What follows belongs to an exercise in optimizing a design on an open flow for small area, a short achievable clock period and few clock cycles per item; a production flow would make more cautious choices. RTL that was checked went through simulation tests only; none was proved equivalent to the original. Function not checked in run 1: the RTL went through the layout flow alone.

## flow/design.v (module list and top-level ports; edited modules follow where they fit)
// module fp_unpack: 37 lines
// module fp_mul: 52 lines
// module mul24: 1050 lines
// module fp_add: 101 lines
// module bqfi_biquad: 126 lines
module bqfi_biquad (
    input  wire        clk,
    input  wire        rst,
    input  wire        in_valid,
    output wire        in_ready,
    input  wire [2:0]  in_op,
    input  wire        in_ch,
    input  wire [31:0] in_data,
    output wire        out_valid,
    output reg         out_ch,
    output wire [31:0] out_y
);
  // ...
==> flow/flow/run.sh <==
#!/bin/bash
# The standard layout, with timing repair (after CTS and after global
# routing) aiming for a setup slack of SETUP_SLACK_MARGIN ns at the design's
# own clock period. Everything else, constraints included, is the standard
# flow's. make's full output goes to flow_make.log; ORFS keeps each step's
# tool log under orfs/logs/.
set -euo pipefail
bash standard.sh finish SETUP_SLACK_MARGIN=10 > flow_make.log 2>&1
==> flow/standard.sh <==
#!/bin/bash
# synth_recipe.tcl (not shown) runs the flow's synth.tcl, then flattens the netlist and writes it again
# the make line also repeats each setting of config.mk as NAME=value (left out here)
make -C /OpenROAD-flow-scripts/flow DESIGN_CONFIG=/design/flow/config.mk WORK_HOME=/design/flow/orfs CLKGATE_MAP_FILE= SYNTH_SCRIPT=/design/flow/synth_recipe.tcl "${@:-finish}"
==> flow/config.mk <==
export PLATFORM = sky130hd
export DESIGN_NAME = bqfi_biquad
export DESIGN_NICKNAME = bqfi_biquad
export VERILOG_FILES = /design/flow/design.v
export SDC_FILE = /design/flow/constraint.sdc
export NUM_CORES = 4
export LEC_CHECK = 0
export ABC_AREA = 1
export CAP_MARGIN = 20
export CORE_MARGIN = 2
export CORE_UTILIZATION = 55
export PLACE_DENSITY = 0.7
export SLEW_MARGIN = 20
==> flow/constraint.sdc <==
create_clock -name core_clock -period 18.0 [get_ports {clk}]
set_input_delay 3.6000 -clock core_clock [delete_from_list [all_inputs] [get_ports {clk}]]
set_output_delay 3.6000 -clock core_clock [all_outputs]
set_load 0.01 [all_outputs]
==> impl_metrics.csv, run 1 <==
group,metric,value,unit
cells_and_area,final_common_cell,"nand2_1",
sta,grt_setup_unrepaired,"yes",
logic_synthesis,synth.area.mux_share,1.01,%
hold_path,hold_path_depth,1,
placement,dp_cells,10100,
grt,grt_use_met3,5.66,%
critical_path,crit_cells,42,
critical_path,end_kind,"flop",
logic_synthesis,ys_top_cells_by_count,"nand2_1 (1953), inv_1 (1102), nor2_1 (665), edfxtp_1 (643), a21oi_1 (543)",
run_status,status,"finished clean",
sta,tns,0,ns
logic_synthesis,syn_area_per_cell,7.76,sq um
floorplan,fp.dieW,355,microns
placement,dp_hpwl,189000,microns
routing,drc_errors,0,
placement,gp_congestion,1.03,
cells_and_area,buffers,391,
logic_synthesis,synthAdderAreaFrac,12.7,%
cells_and_area,multi_input_area_share,53.1,%
logic_synthesis,synth_compound_area_share,15.7,%
clock_tree,ctsHoldBuffers,0,
critical_path,critical_path_required,18.40,ns
==> module fp_add, before the edit <==
module fp_add (
    input  wire [31:0] a,
    input  wire [31:0] b,
    output reg  [31:0] y
);
    wire        sa = a[31], sb = b[31];
    wire [7:0]  ea = a[30:23], eb = b[30:23];
    wire        eaz = (ea == 8'd0), ebz = (eb == 8'd0);
    wire [23:0] ma = {~eaz, a[22:0]};
    wire [23:0] mb = {~ebz, b[22:0]};
    wire [7:0]  xa = {ea[7:1], ea[0] | eaz};
    wire [7:0]  xb = {eb[7:1], eb[0] | ebz};
    wire a_nan = (ea == 8'hFF) && (a[22:0] != 0);
    wire b_nan = (eb == 8'hFF) && (b[22:0] != 0);
    wire a_inf = (ea == 8'hFF) && (a[22:0] == 0);
    wire b_inf = (eb == 8'hFF) && (b[22:0] == 0);
    wire       sub = sa ^ sb;
    wire [8:0] dab = {1'b0, xa} - {1'b0, xb};
    wire [8:0] dba = {1'b0, xb} - {1'b0, xa};
    wire       age = (ea >= eb);               
    wire [7:0] d   = age ? dab[7:0] : dba[7:0];
    wire       d0  = (xa == xb);
    wire       da1 = (dab == 9'd1);
    wire       db1 = (dba == 9'd1);
    wire [23:0] mB = age ? ma : mb;
    wire [7:0]  xB = age ? xa : xb;
    wire        sB = age ? sa : sb;
    function [4:0] tzc24(input [23:0] v);
        integer i;
        begin
            tzc24 = 5'd24;
            for (i = 23; i >= 0; i = i - 1)
                if (v[i]) tzc24 = i[4:0];
        end
    endfunction
    wire [4:0] tza = tzc24(ma), tzb = tzc24(mb);
    wire       maz = eaz & (a[22:0] == 0);
    wire       mbz = ebz & (b[22:0] == 0);
    wire [7:0]  dd  = age ? dab[7:0] : dba[7:0];
    wire [23:0] mS  = age ? mb : ma;
    wire [26:0] sha = {mS, 3'b000} >> dd;
    wire [26:0] shb = sha;
    wire        ska = ~mbz & ({3'b000, tzb} + 8'd3 < dab[7:0]);
    wire        skb = ~maz & ({3'b000, tza} + 8'd3 < dba[7:0]);
    wire [26:0] wS  = age ? {sha[26:1], sha[0] | ska} : {shb[26:1], shb[0] | skb};
    wire [26:0] wB  = {mB, 3'b000};
    wire [27:0] F   = sub ? ({1'b0, wB} - {1'b0, wS})
                          : ({1'b0, wB} + {1'b0, wS});
    wire [23:0] m2 = F[27:4], m1 = F[26:3], m0 = F[25:2];
    wire        r2 = F[3] & ((|F[2:0]) | F[4]);
    wire        r1 = F[2] & ((|F[1:0]) | F[3]);
    wire        r0 = F[1] & (F[0] | F[2]);
    wire [8:0]  e2 = {1'b0, xB} + 9'd1;
    wire [8:0]  e0 = {1'b0, xB} - 9'd1;
    wire [30:0] p2 = {e2[7:0], m2[22:0]};
    wire [30:0] p1 = {(m1[23] ? xB : 8'd0), m1[22:0]};
    wire [30:0] p0 = {e0[7:0], m0[22:0]};
    wire [30:0] q2 = p2 + {30'd0, r2};
    wire [30:0] q1 = p1 + {30'd0, r1};
    wire [30:0] q0 = p0 + {30'd0, r0};
    wire        c2 = F[27];
    wire        c1 = ~F[27] & (F[26] | ~sub);
    wire [30:0] fr  = c2 ? q2 : c1 ? q1 : q0;
    wire        fov = c2 & (e2 >= 9'd255);
    wire [24:0] nab = {1'b0, ma} - {1'b0, mb};
    wire [24:0] nba = {1'b0, mb} - {1'b0, ma};
    wire [24:0] n1  = {mB, 1'b0} - {1'b0, mS};
    wire        altb = nab[24];              
    wire [24:0] N = d0  ? (altb ? {nba[23:0], 1'b0} : {nab[23:0], 1'b0})
                  : n1;
    wire        nsg = d0 ? (altb ? sb : sa) : sB;
    wire [7:0]  lim = xB - 8'd1;
    wire [24:0] mk  = (lim > 8'd24) ? 25'd0 : (25'h1000000 >> lim);
    wire [24:0] nz  = N | mk;
    reg  [4:0]  lz;
    integer j;
    always @(*) begin
        lz = 5'd0;
        for (j = 0; j < 25; j = j + 1)
            if (nz[j]) lz = 5'd24 - j[4:0];
    end
    wire [24:0] nl  = N << lz;
    wire [7:0]  nf  = nl[24] ? (xB - {3'd0, lz}) : 8'd0;
    wire [30:0] nr  = {nf, nl[23:1]};
    wire        nzero = (N == 25'd0);
    wire use_near = sub & (d0 | ((da1 | db1) & ~N[24]));
    always @(*) begin
        if (a_nan || b_nan || (a_inf && b_inf && sub))
            y = 32'h7FC00000;
        else if (a_inf)
            y = a;
        else if (b_inf)
            y = b;
        else if (use_near)
            y = nzero ? {sa & sb, 31'd0} : {nsg, nr};
        else if (fov)
            y = {sB, 8'hFF, 23'd0};
        else
            y = {sB, fr};
    end
endmodule
==> module bqfi_biquad, before the edit <==
module bqfi_biquad (
    input  wire        clk,
    input  wire        rst,
    input  wire        in_valid,
    output wire        in_ready,
    input  wire [2:0]  in_op,
    input  wire        in_ch,
    input  wire [31:0] in_data,
    output wire        out_valid,
    output reg         out_ch,
    output wire [31:0] out_y
);
    reg [31:0] cf [0:9];
    reg [9:0]  cv;
    reg [31:0] x1 [0:1];
    reg [31:0] x2 [0:1];
    reg [31:0] y1 [0:1];
    reg [31:0] y2 [0:1];
    reg [1:0]  x1v, x2v, y1v, y2v;
    reg [7:0]  ph;
    reg        ch0;      
    reg        ch1;      
    reg [31:0] x;
    wire busy = ph[0] | ph[1] | ph[2] | ph[3];
    assign in_ready = ~busy;
    wire acc_cmd  = in_valid & ~busy & ~rst;
    wire acc_filt = acc_cmd & (in_op == 3'd0);
    reg [31:0] fa, fb;
    integer k;
    always @(*) begin
        fa = 32'd0;
        for (k = 0; k < 5; k = k + 1)
            if (ph[k]) fa = fa | ((ch0 ? (cv[5+k] ? cf[5+k] : 32'd0)
                                       : (cv[k]   ? cf[k]   : 32'd0)));
    end
    always @(*) begin
        case (1'b1)
            ph[1]:   fb = x1v[ch0] ? x1[ch0] : 32'd0;
            ph[2]:   fb = x2v[ch0] ? x2[ch0] : 32'd0;
            ph[3]:   fb = y1v[ch0] ? y1[ch0] : 32'd0;
            ph[4]:   fb = y2v[ch0] ? y2[ch0] : 32'd0;
            default: fb = x;
        endcase
    end
    wire              ua_s, ub_s, ua_z, ub_z, ua_i, ub_i, ua_n, ub_n;
    wire signed [9:0] ua_x, ub_x;
    wire [23:0]       ua_m, ub_m;
    wire [4:0]        ua_t, ub_t;
    fp_unpack u_ua (.w(fa), .s(ua_s), .x(ua_x), .m(ua_m), .tz(ua_t), .zero(ua_z), .inf(ua_i), .nan(ua_n));
    fp_unpack u_ub (.w(fb), .s(ub_s), .x(ub_x), .m(ub_m), .tz(ub_t), .zero(ub_z), .inf(ub_i), .nan(ub_n));
    reg              oa_s, ob_s, oa_z, ob_z, oa_i, ob_i, oa_n, ob_n;
    reg signed [9:0] oa_x, ob_x;
    reg [23:0]       oa_m, ob_m;
    reg [4:0]        oa_t, ob_t;
    always @(posedge clk) begin
        oa_s <= ua_s; oa_x <= ua_x; oa_m <= ua_m; oa_t <= ua_t; oa_z <= ua_z; oa_i <= ua_i; oa_n <= ua_n;
        ob_s <= ub_s; ob_x <= ub_x; ob_m <= ub_m; ob_t <= ub_t; ob_z <= ub_z; ob_i <= ub_i; ob_n <= ub_n;
    end
    wire [31:0] mul_y;
    fp_mul u_mul (
        .clk(clk),
        .sa(oa_s), .xa(oa_x), .ma(oa_m), .tza(oa_t), .za(oa_z), .ia(oa_i), .na(oa_n),
        .sb(ob_s), .xb(ob_x), .mb(ob_m), .tzb(ob_t), .zb(ob_z), .ib(ob_i), .nb(ob_n),
        .y(mul_y));
    reg [31:0] prod;
    always @(posedge clk)
        prod <= {mul_y[31] ^ (ph[5] | ph[6]), mul_y[30:0]};
    reg  [31:0] acc;
    wire [31:0] add_y;
    fp_add u_add (.a(acc), .b(prod), .y(add_y));
    always @(posedge clk) begin
        if (ph[3])
            acc <= prod;
        else if (ph[4] | ph[5] | ph[6] | ph[7])
            acc <= add_y;
    end
    assign out_y = acc;
    integer c;
    always @(posedge clk) begin
        if (rst) begin
            ph  <= 8'd0;
            cv  <= 10'd0;
            x1v <= 2'd0; x2v <= 2'd0; y1v <= 2'd0; y2v <= 2'd0;
        end else begin
            ph <= {ph[6:0], acc_filt};
            if (acc_cmd) begin
                for (c = 0; c < 10; c = c + 1)
                    if (in_op == (c % 5) + 1 && in_ch == (c / 5)) cv[c] <= 1'b1;
            end
            if (ph[2]) begin
                x1v[ch0] <= 1'b1;
                x2v[ch0] <= x1v[ch0];
            end
            if (ph[7]) begin
                y1v[ch1] <= 1'b1;
                y2v[ch1] <= y1v[ch1];
            end
        end
    end
    assign out_valid = ph_out;
    reg ph_out;
    always @(posedge clk) begin
        if (rst) ph_out <= 1'b0;
        else     ph_out <= ph[7];
    end
    always @(posedge clk) begin
        if (acc_filt) begin
            x   <= in_data;
            ch0 <= in_ch;
        end
        if (ph[4]) ch1 <= ch0;
        if (ph[7]) out_ch <= ch1;
        if (acc_cmd) begin
            for (c = 0; c < 10; c = c + 1)
                if (in_op == (c % 5) + 1 && in_ch == (c / 5)) cf[c] <= in_data;
        end
        if (ph[2]) begin
            x1[ch0] <= x;
            x2[ch0] <= x1[ch0];
        end
        if (ph[7]) begin
            y1[ch1] <= add_y;
            y2[ch1] <= y1[ch1];
        end
    end
endmodule
==> run 2: changes to the inputs <==
--- a/flow/design.v
+++ b/flow/design.v
@@ -35,6 +35,44 @@
     end
     assign tz = t;
 endmodule
+module fp_unpack2 (
+    input  wire [31:0]       wa,
+    input  wire [31:0]       wb,
+    output wire              s1,
+    output wire signed [9:0] x1,
+    output wire [23:0]       m1,
+    output wire [4:0]        tz1,
+    output wire              zero1, inf1, nan1,
+    output wire              s2,
+    output wire signed [9:0] x2,
+    output wire [23:0]       m2,
+    output wire [4:0]        tz2,
+    output wire              zero2, inf2, nan2
+);
+    wire a_sub = (wa[30:23] == 8'd0) & (wa[22:0] != 23'd0);
+    wire [31:0] wn = a_sub ? wa : wb;
+    wire [31:0] wp = a_sub ? wb : wa;
+    fp_unpack u_n (.w(wn), .s(s1), .x(x1), .m(m1), .tz(tz1), .zero(zero1), .inf(inf1), .nan(nan1));
+    wire [7:0]  e  = wp[30:23];
+    wire [22:0] f  = wp[22:0];
+    wire        ez = (e == 8'd0);
+    wire        eo = (e == 8'hFF);
+    wire        fz = (f == 23'd0);
+    assign s2    = wp[31];
+    assign zero2 = ez & fz;
+    assign inf2  = eo & fz;
+    assign nan2  = eo & ~fz;
+    assign m2    = {~ez, f};
+    assign x2    = {2'b00, e[7:1], e[0] | ez};
+    reg [4:0] t;
+    integer i;
+    always @(*) begin
+        t = 5'd0;
+        for (i = 23; i >= 0; i = i - 1)
+            if (m2[i]) t = i[4:0];
+    end
+    assign tz2 = t;
+endmodule
 module fp_mul (
     input  wire              clk,
     input  wire              sa,
@@ -1182,25 +1220,36 @@
     wire        ska = ~mbz & ({3'b000, tzb} + 8'd3 < dab[7:0]);
     wire        skb = ~maz & ({3'b000, tza} + 8'd3 < dba[7:0]);
     wire [26:0] wS  = age ? {sha[26:1], sha[0] | ska} : {shb[26:1], shb[0] | skb};
-    wire [26:0] wB  = {mB, 3'b000};
-    wire [27:0] F   = sub ? ({1'b0, wB} - {1'b0, wS})
-                          : ({1'b0, wB} + {1'b0, wS});
-    wire [23:0] m2 = F[27:4], m1 = F[26:3], m0 = F[25:2];
-    wire        r2 = F[3] & ((|F[2:0]) | F[4]);
-    wire        r1 = F[2] & ((|F[1:0]) | F[3]);
-    wire        r0 = F[1] & (F[0] | F[2]);
-    wire [8:0]  e2 = {1'b0, xB} + 9'd1;
-    wire [8:0]  e0 = {1'b0, xB} - 9'd1;
-    wire [30:0] p2 = {e2[7:0], m2[22:0]};
-    wire [30:0] p1 = {(m1[23] ? xB : 8'd0), m1[22:0]};
-    wire [30:0] p0 = {e0[7:0], m0[22:0]};
-    wire [30:0] q2 = p2 + {30'd0, r2};
-    wire [30:0] q1 = p1 + {30'd0, r1};
-    wire [30:0] q0 = p0 + {30'd0, r0};
-    wire        c2 = F[27];
-    wire        c1 = ~F[27] & (F[26] | ~sub);
-    wire [30:0] fr  = c2 ? q2 : c1 ? q1 : q0;
-    wire        fov = c2 & (e2 >= 9'd255);
+    wire [24:0] mBi = {1'b0, mB} + 25'd1;
+    wire [28:0] wSn = sub ? ~{2'b00, wS} : {2'b00, wS};
+    wire [28:0] G1  = {2'b00, mB, 3'b100} + wSn + {28'd0, sub};
+    wire [28:0] GX  = (sub ? {2'b00, mB, 3'b010} : {1'b0, mBi, 3'b000}) + wSn + {28'd0, sub};
+    wire [2:0]  fl  = sub ? (3'd0 - wS[2:0]) : wS[2:0];
+    wire        f3  = mB[0] ^ wS[3] ^ (sub & (wS[2:0] != 3'd0));
+    wire        tie2 = f3 & (fl == 3'b000);
+    wire        tie1 = (fl == 3'b100);
+    wire        tie0 = (fl[1:0] == 2'b10);
+    wire        c2 = ~sub & G1[27];
+    wire        c0 = sub & ~GX[26];
+    wire [8:0]  xB1 = {1'b0, xB} + 9'd1;
+    wire [8:0]  xB2 = {1'b0, xB} + 9'd2;
+    wire [8:0]  xBm = {1'b0, xB} - 9'd1;
+    reg  [22:0] ffr;
+    reg  [8:0]  fe;
+    always @(*) begin
+        if (c2) begin
+            ffr = GX[28] ? 23'd0 : {GX[26:5], GX[4] & ~tie2};
+            fe  = GX[28] ? xB2 : xB1;
+        end else if (c0) begin
+            ffr = {GX[24:3], GX[2] & ~tie0};
+            fe  = xBm;
+        end else begin
+            ffr = G1[27] ? 23'd0 : {G1[25:4], G1[3] & ~tie1};
+            fe  = G1[27] ? xB1 : (G1[26] ? {1'b0, xB} : 9'd0);
+        end
+    end
+    wire [30:0] fr  = {fe[7:0], ffr};
+    wire        fov = (fe >= 9'd255);
     wire [24:0] nab = {1'b0, ma} - {1'b0, mb};
     wire [24:0] nba = {1'b0, mb} - {1'b0, ma};
     wire [24:0] n1  = {mB, 1'b0} - {1'b0, mS};
@@ -1286,8 +1335,10 @@
     wire signed [9:0] ua_x, ub_x;
     wire [23:0]       ua_m, ub_m;
     wire [4:0]        ua_t, ub_t;
-    fp_unpack u_ua (.w(fa), .s(ua_s), .x(ua_x), .m(ua_m), .tz(ua_t), .zero(ua_z), .inf(ua_i), .nan(ua_n));
-    fp_unpack u_ub (.w(fb), .s(ub_s), .x(ub_x), .m(ub_m), .tz(ub_t), .zero(ub_z), .inf(ub_i), .nan(ub_n));
+    fp_unpack2 u_up (
+        .wa(fa), .wb(fb),
+        .s1(ua_s), .x1(ua_x), .m1(ua_m), .tz1(ua_t), .zero1(ua_z), .inf1(ua_i), .nan1(ua_n),
+        .s2(ub_s), .x2(ub_x), .m2(ub_m), .tz2(ub_t), .zero2(ub_z), .inf2(ub_i), .nan2(ub_n));
     reg              oa_s, ob_s, oa_z, ob_z, oa_i, ob_i, oa_n, ob_n;
     reg signed [9:0] oa_x, ob_x;
     reg [23:0]       oa_m, ob_m;
@@ -1308,12 +1359,8 @@
     reg  [31:0] acc;
     wire [31:0] add_y;
     fp_add u_add (.a(acc), .b(prod), .y(add_y));
-    always @(posedge clk) begin
-        if (ph[3])
-            acc <= prod;
-        else if (ph[4] | ph[5] | ph[6] | ph[7])
-            acc <= add_y;
-    end
+    always @(posedge clk)
+        acc <= ph[3] ? prod : add_y;
     assign out_y = acc;
     integer c;
     always @(posedge clk) begin
@@ -1349,7 +1396,7 @@
             ch0 <= in_ch;
         end
         if (ph[4]) ch1 <= ch0;
-        if (ph[7]) out_ch <= ch1;
+        out_ch <= ch1;
         if (acc_cmd) begin
             for (c = 0; c < 10; c = c + 1)
                 if (in_op == (c % 5) + 1 && in_ch == (c / 5)) cf[c] <= in_data;
==> run 2 against run 1 <==
  * Routed wire length fell by 5.1%
  * Area after synthesis fell by 3.4%
  * Final area fell by 4.7%
==> impl_metrics.csv, run 2 <==
group,metric,value,unit
routing,antenna_left,0,
logic_synthesis,synth-seq-cells,834,
critical_path,worst-path-max-fanout,49,
placement,gp_congestion,1.02,
cells_and_area,fin_nets,8987,
clock_tree,cts_tree,"built",
hold_path,hold_class,"reg -> reg",
critical_path,end_kind,"flop",
clock_tree,root_buffer,"clkbuf_16",
sta,setup_viol_count_final,0,
critical_path,rr_endpoint,"y1[1][29]",
logic_synthesis,yosysTopAreaCell,"edfxtp_1",
logic_synthesis,synth_seq_area_share,34.9,%
sta,tns,0,ns
sta,fmax,129,MHz
placement,dp_hpwl,179000,microns
hold_path,holdCritStartpoint,"ph[6]",
critical_path,cp_top_family,"compound AO/OA/AOI/OAI gates",
placement,placed_area,67200,sq um
floorplan,core_area,118000,sq um
hold_path,hold_path_depth,2,
logic_synthesis,synthesis.area,65300,sq um
grt,grt.overflow.total,0,
routing,routed-via-count,61500,
logic_synthesis,ys.flop_type,"edfxtp_1",
sta,period_minus_slack,7.78,ns
cells_and_area,syn2layout_area_growth,11.7,%
logic_synthesis,synth_top_area_share,28.0,%
grt,grt_pass1_wl,360000,microns
critical_path,worstPathArrival,8.14,ns
critical_path,regToRegSetupSlack,10.22,ns
floorplan,dieHeight,349,microns
hold_path,min_to,"ph[7]",
critical_path,reg2regPathDepth,39,
critical_path,crit_path_frequent_cell,"a21oi_1",
logic_synthesis,synthCells,8412,
grt,grt_max_degree,77,
sta,slew_viol_final,0,
sta,finalHoldViolCount,0,
sta,finalWorstSetupSlack,10.22,ns
clock_tree,cts.sinks,834,
logic_synthesis,synth_area_leaders,"edfxtp_1 (28%), nand2_1 (12%), fa_1 (7.8%)",
critical_path,r2r-start,"acc[28]",
grt,grt_pass1_vias,57400,
job,max-cap-violations,0,
cells_and_area,final_cell_area,73000,sq um
clock_tree,cts_inserted_buffers,88,
critical_path,path_class,"reg -> reg",
logic_synthesis,synth_edf_count,610,
logic_synthesis,ys_top_cells_by_count,"nand2_1 (2061), inv_1 (1001), nor2_1 (620), edfxtp_1 (610), o21ai_0 (547)",
floorplan,ios,74,
sta,tightest_slew,1.27,ns
sta,finalCritPeriodShare,43.2,%
routing,first_pass_iters,9,
grt,antenna_found_initial,10,
floorplan,die_area,122000,sq um
routing,drt_iter0_drc,8004,
grt,gr-usage-all-layers,39.2,%
clock_tree,clkTransAtPathRegs,0.06,ns
floorplan,rows,126,
cells_and_area,drive_gt1_share,9.33,%
critical_path,critical_path_required,18.36,ns
critical_path,critPathMaxStageDelay,0.67,ns
sta,fin_skew,0.0838,ns
cells_and_area,final_cell_mix,"nand2_1 (2025), inv_1 (964), edfxtp_1 (610)",
sta,grt_setup_unrepaired,"yes",
clock_tree,worst_skew_pair.late_latency,0.74,ns
clock_tree,ctsHoldBuffers,0,
routing,vias_per_cell,6.14,
routing,avgRoutedWirePerCell,24.5,microns
cells_and_area,largest_register,"cf",
floorplan,fp.dieW,349,microns
clock_tree,htreeDepth,3,
logic_synthesis,syn_area_per_cell,7.76,sq um
cells_and_area,final_common_cell,"nand2_1",
critical_path,start_kind,"flop",
routing,drc_errors,0,
placement,io_buffers,73,
critical_path,worst-path-buf-inv,7,
logic_synthesis,yosysMostFrequentCell,"nand2_1",
logic_synthesis,synth_warnings,6,
cells_and_area,largest_reg_flops,320,
critical_path,slowest_stage,"o21ai_1",
logic_synthesis,ys_types,75,
clock_tree,cts.path.max_buffers,3,
cells_and_area,final_cells,10000,
run_status,status,"finished clean",
sta,relSlewSlack,14.2,%
routing,wl,246000,microns
placement,dp_cells,9733,
placement,dp_slack,7.85,ns
floorplan,start_util,55.4,%
logic_synthesis,async_flop_share,0,%
-- run 2: changes by cell type after synthesis, sizes merged, moves of 32 or more --
| cell | delta |
|---|---|
| edfxtp | -33 |
| nor3 | -35 |
| inv | -93 |
| nor2 | -61 |
| nand3 | -92 |
| a21oi | -95 |
| xor2 | +34 |
| nand2 | +98 |
| o21ai | +66 |
| dfxtp | +32 |
| nand4 | -34 |
| a22oi | -57 |
-- run 2: worst max-delay path by stage --
| stage | from | slack, ns | cells past startpoint | to |
|---|---|---|---|---|
| final | acc[28] | 10.22 | 39 | y1[1][29] |
| after floorplan | acc[28] | 10.01 | 56 | y1[0][30] |
| after global routing | prod[23] | 9.85 | 57 | acc[15] |
| after detailed placement | acc[26] | 7.85 | 49 | acc[7] |
| after global placement | acc[26] | 7.91 | 49 | acc[7] |
| after CTS | acc[28] | 10.00 | 49 | y1[0][30] |
-- run 2: kinds of logic (layout without fill, tap and decap cells) --
| group | count (synthesis) | after routing | share of synthesized area (%) |
|---|---|---|---|
| multiplexers | 60 | 60 | 0.919 |
| XOR/XNOR | 483 | 483 | 6.48 |
| other | 1 | 6 | 0.00574 |
| adder cells (fa/ha/maj) | 533 | 533 | 13.1 |
| flip-flops | 834 | 834 | 34.9 |
| buffers and inverters | 1469 | 1533 | 8.89 |
| AO/OA/AOI/OAI | 1673 | 1678 | 14.6 |
| AND/OR/NAND/NOR | 3359 | 3363 | 21.0 |
-- run 2: worst min-delay path, delay by kind of cell (launching register included) --
family                 cells  cell delay (ns)
DFF                        1             0.31
and+or+nand+nor            1             0.03
buffers and inverters      1             0.05
-- run 2: repair_timing --
action,CTS,global route
gates resized for setup,120,360
buffers inserted,35,68
cloned,8,16
pin swaps,25,84
endpoints found under the setup margin,105,117
-- run 2: per-stage QoR --
step,hold slack [ns],util [%]
floorplan,0.391,-
global placement,0.410,57.0
detailed placement,0.417,57.0
CTS,0.427,60.2
global route,0.451,61.9
finish,0.425,61.9
-- run 2: cell type report --
class                      count  area (sq um)
clock buffer                 116          2370
antenna                        4          10.0
multi-input combinational   6119         38300
fill                       10500         44900
timing repair inverter         6          40.0
sequential                   834         22900
tap                         1536          1920
timing repair buffer         308          2830
clock inverter                45           572
inverter                    1058          4090
-- run 2: metal layers --
layer,wire [microns],GRT usage [%],up-vias
met5,11,0,-
met4,13500,17.4,2
met3,27200,8.24,728
met2,108000,60.6,3765
met1,97100,53.1,29100
li1,-,-,27900
Testbench counts of run 2, summed over its fixed seeds: cycles 24,160, items 5,272.
==> run 3: changes to the inputs <==
--- a/flow/flow/run.sh
+++ b/flow/flow/run.sh
@@ -5,4 +5,4 @@
 # flow's. make's full output goes to flow_make.log; ORFS keeps each step's
 # tool log under orfs/logs/.
 set -euo pipefail
-bash standard.sh finish SETUP_SLACK_MARGIN=10 > flow_make.log 2>&1
+bash standard.sh finish SETUP_SLACK_MARGIN=11 > flow_make.log 2>&1
==> run 3 against run 2 <==
  * Fmax fell by 3.6%
  * Die area did not move
  * Global-route usage rose by 0.61 points
  * Worst hold slack improved by 0.00052 ns
  * Via count rose by 1.7%
  * Largest cell class unchanged
==> impl_metrics.csv, run 3 <==
group,metric,value,unit
routing,vias_per_cell,6.13,
placement,dp_hpwl,177000,microns
job,max-cap-violations,0,
sta,tns,0,ns
cells_and_area,final_cells,10200,
logic_synthesis,ys.flop_type,"edfxtp_1",
logic_synthesis,synthesis.area,65300,sq um
grt,grt_max_degree,82,
critical_path,cp_top_family,"buffers and inverters",
routing,avgRoutedWirePerCell,24.6,microns
clock_tree,cts.sinks,834,
floorplan,fp.dieW,349,microns
critical_path,slowest_stage,"dfxtp_4",
sta,slew_viol_final,0,
critical_path,start_kind,"flop",
sta,tightest_slew,1.12,ns
grt,grt.overflow.total,0,
clock_tree,cts_inserted_buffers,87,
critical_path,worstPathArrival,8.67,ns
logic_synthesis,ys_top_cells_by_count,"nand2_1 (2061), inv_1 (1001), nor2_1 (620), edfxtp_1 (610), o21ai_0 (547)",
routing,wl,251000,microns
sta,grt_setup_unrepaired,"yes",
routing,routed-via-count,62600,
routing,antenna_left,0,
sta,finalCritPeriodShare,44.8,%
cells_and_area,seqCellArea,22900,sq um
cells_and_area,final_common_cell,"nand2_1",
clock_tree,ctsHoldBuffers,0,
critical_path,worst-path-buf-inv,45,
critical_path,end_kind,"flop",
floorplan,die_area,122000,sq um
grt,gr-usage-all-layers,39.8,%
clock_tree,cts_tree,"built",
sta,finalHoldViolCount,0,
logic_synthesis,synth-seq-cells,834,
grt,grt_pass1_wl,364000,microns
logic_synthesis,yosysMostFrequentCell,"nand2_1",
floorplan,core_area,118000,sq um
cells_and_area,fin_nets,9181,
sta,setup_viol_count_final,0,
logic_synthesis,syn_area_per_cell,7.76,sq um
routing,met1_length,101000,microns
sta,relSlewSlack,24.5,%
critical_path,path_class,"reg -> reg",
grt,grt_pass1_vias,58100,
routing,first_pass_iters,8,
clock_tree,clkTransAtPathRegs,0.06,ns
cells_and_area,fillers,10100,
placement,io_buffers,73,
floorplan,rows,126,
logic_synthesis,synth_seq_area_share,34.9,%
cells_and_area,largest_register,"cf",
logic_synthesis,async_flop_share,0,%
clock_tree,worst_skew_pair.late_latency,0.73,ns
routing,wl_met3,29300,microns
routing,wl_met2,107000,microns
floorplan,start_util,55.4,%
logic_synthesis,synth_top_area_share,28.0,%
clock_tree,root_buffer,"clkbuf_16",
critical_path,worst-path-max-fanout,21,
clock_tree,cts.path.max_buffers,3,
critical_path,crit_path_frequent_cell,"buf_4",
logic_synthesis,yosysTopAreaCell,"edfxtp_1",
critical_path,critPathMaxStageDelay,0.38,ns
sta,fmax,124,MHz
logic_synthesis,synth_area_leaders,"edfxtp_1 (28%), nand2_1 (12%), fa_1 (7.8%)",
cells_and_area,final_cell_mix,"nand2_1 (1985), inv_1 (944), edfxtp_1 (610)",
cells_and_area,postLayoutCoreUtil,64.3,%
cells_and_area,largest_reg_flops,320,
clock_tree,htreeDepth,3,
floorplan,ios,74,
cells_and_area,syn2layout_area_growth,16.0,%
hold_path,hold_class,"reg -> reg",
logic_synthesis,synth_edf_count,610,
sta,period_minus_slack,8.07,ns
run_status,status,"finished clean",
routing,drt_iter0_drc,8247,
logic_synthesis,ys_types,75,
critical_path,critical_path_required,18.60,ns
cells_and_area,drive_gt1_share,13.4,%
placement,gp_congestion,1.02,
floorplan,dieHeight,349,microns
routing,drc_errors,0,
logic_synthesis,synthCells,8412,
sta,fin_skew,0.0818,ns
logic_synthesis,synth_warnings,6,
grt,antenna_found_initial,10,
cells_and_area,multi_input_area,39300,sq um
placement,dp_cells,9747,
routing,top_layer,"met5",
-- run 3: cell counts after synthesis --
Identical to the previous run, type by type.
-- run 3: cell families after synthesis --
group                      count (synthesis)  share of synthesized area, %
AOI/OAI and AO/OA                       1673                          14.6
xor gates and xnor gates                 483                          6.48
adders and majority gates                533                          13.1
buffers and inverters                   1469                          8.89
DFF                                      834                          34.9
muxes                                     60                         0.919
other                                      1                       0.00574
and+or+nand+nor                         3359                          21.0
-- run 3: per-stage QoR --
stage	hold WS [ns]	setup slack, ns	cell area (sq um)
6_report	0.425	9.93	75800
5_1_grt	0.448	9.75	75800
4_1_cts	0.426	10.30	73500
3_5_place_dp	0.412	7.83	67500
3_3_place_gp	0.407	7.94	67500
2_1_floorplan	0.391	10.53	65600
-- run 3: area by class of cell --
type	instances	area share [%]
Tap cell	1536	2.54
Inverter	1058	5.45
Timing Repair inverter	11	0.0958
Clock inverter	43	0.700
Antenna cell	1	0.00330
Multi-Input combinational cell	6123	51.8
Sequential cell	834	30.2
Timing Repair Buffer	494	6.05
Clock buffer	118	3.16
-- run 3: final timing paths --
check            from  endpoint  slack [ns]  depth (start not counted)
max          prod[23]   acc[24]        9.93                         56
min             ph[5]     ph[6]        0.43                          2
max reg2reg  prod[23]   acc[24]        9.93                         56
min reg2reg     ph[5]     ph[6]        0.43                          2
-- run 3: tightest hold or removal path, stage by stage (launching register included) --
cell and delay, ns:
dfxtp_1 0.31, inv_1 0.05, nor2_1 0.03
-- run 3: layer usage --
| layer | up-vias | GRT usage, % |
|---|---|---|
| met1 | 29600 | 54.9 |
| met5 | - | 0 |
| met3 | 798 | 9.01 |
| met2 | 3927 | 59.7 |
| li1 | 28300 | - |
| met4 | 10 | 18.1 |
-- run 3: what timing repair did --
item	4_1_cts	5_1_grt
endpoints found under the setup margin	149	121
gates cloned	24	12
gates resized for setup	408	331
pin swaps	100	118
buffers inserted	163	110

-- separate check: timing with driven ports --
Ports are ideal in the flow. The routed layouts listed here were re-timed in OpenROAD. Step 1 assumes that a clkbuf_16 drives the clock port and a buf_2 every other input. Step 2 times the ports against the registers' clock, not the clock port: input delays grow and output delays shrink by t, the midpoint of the rising clock arrivals with the driver on. Three values: ideal ports, drivers, drivers and shift; two values: the first two.
run | t, ns | setup slack, ns | worst register clock-pin slew, ns | worst data-port slew with drivers (ns)
run 1 | 0.710 | 10.019 / 10.019 / 10.019 | 0.07 / 0.07 | 0.11
run 2 | 0.775 | 10.223 / 10.223 / 10.223 | 0.07 / 0.07 | 0.08
run 3 | 0.764 | 9.929 / 9.929 / 9.929 | 0.07 / 0.07 | 0.07
After both steps every run listed still meets setup and hold.
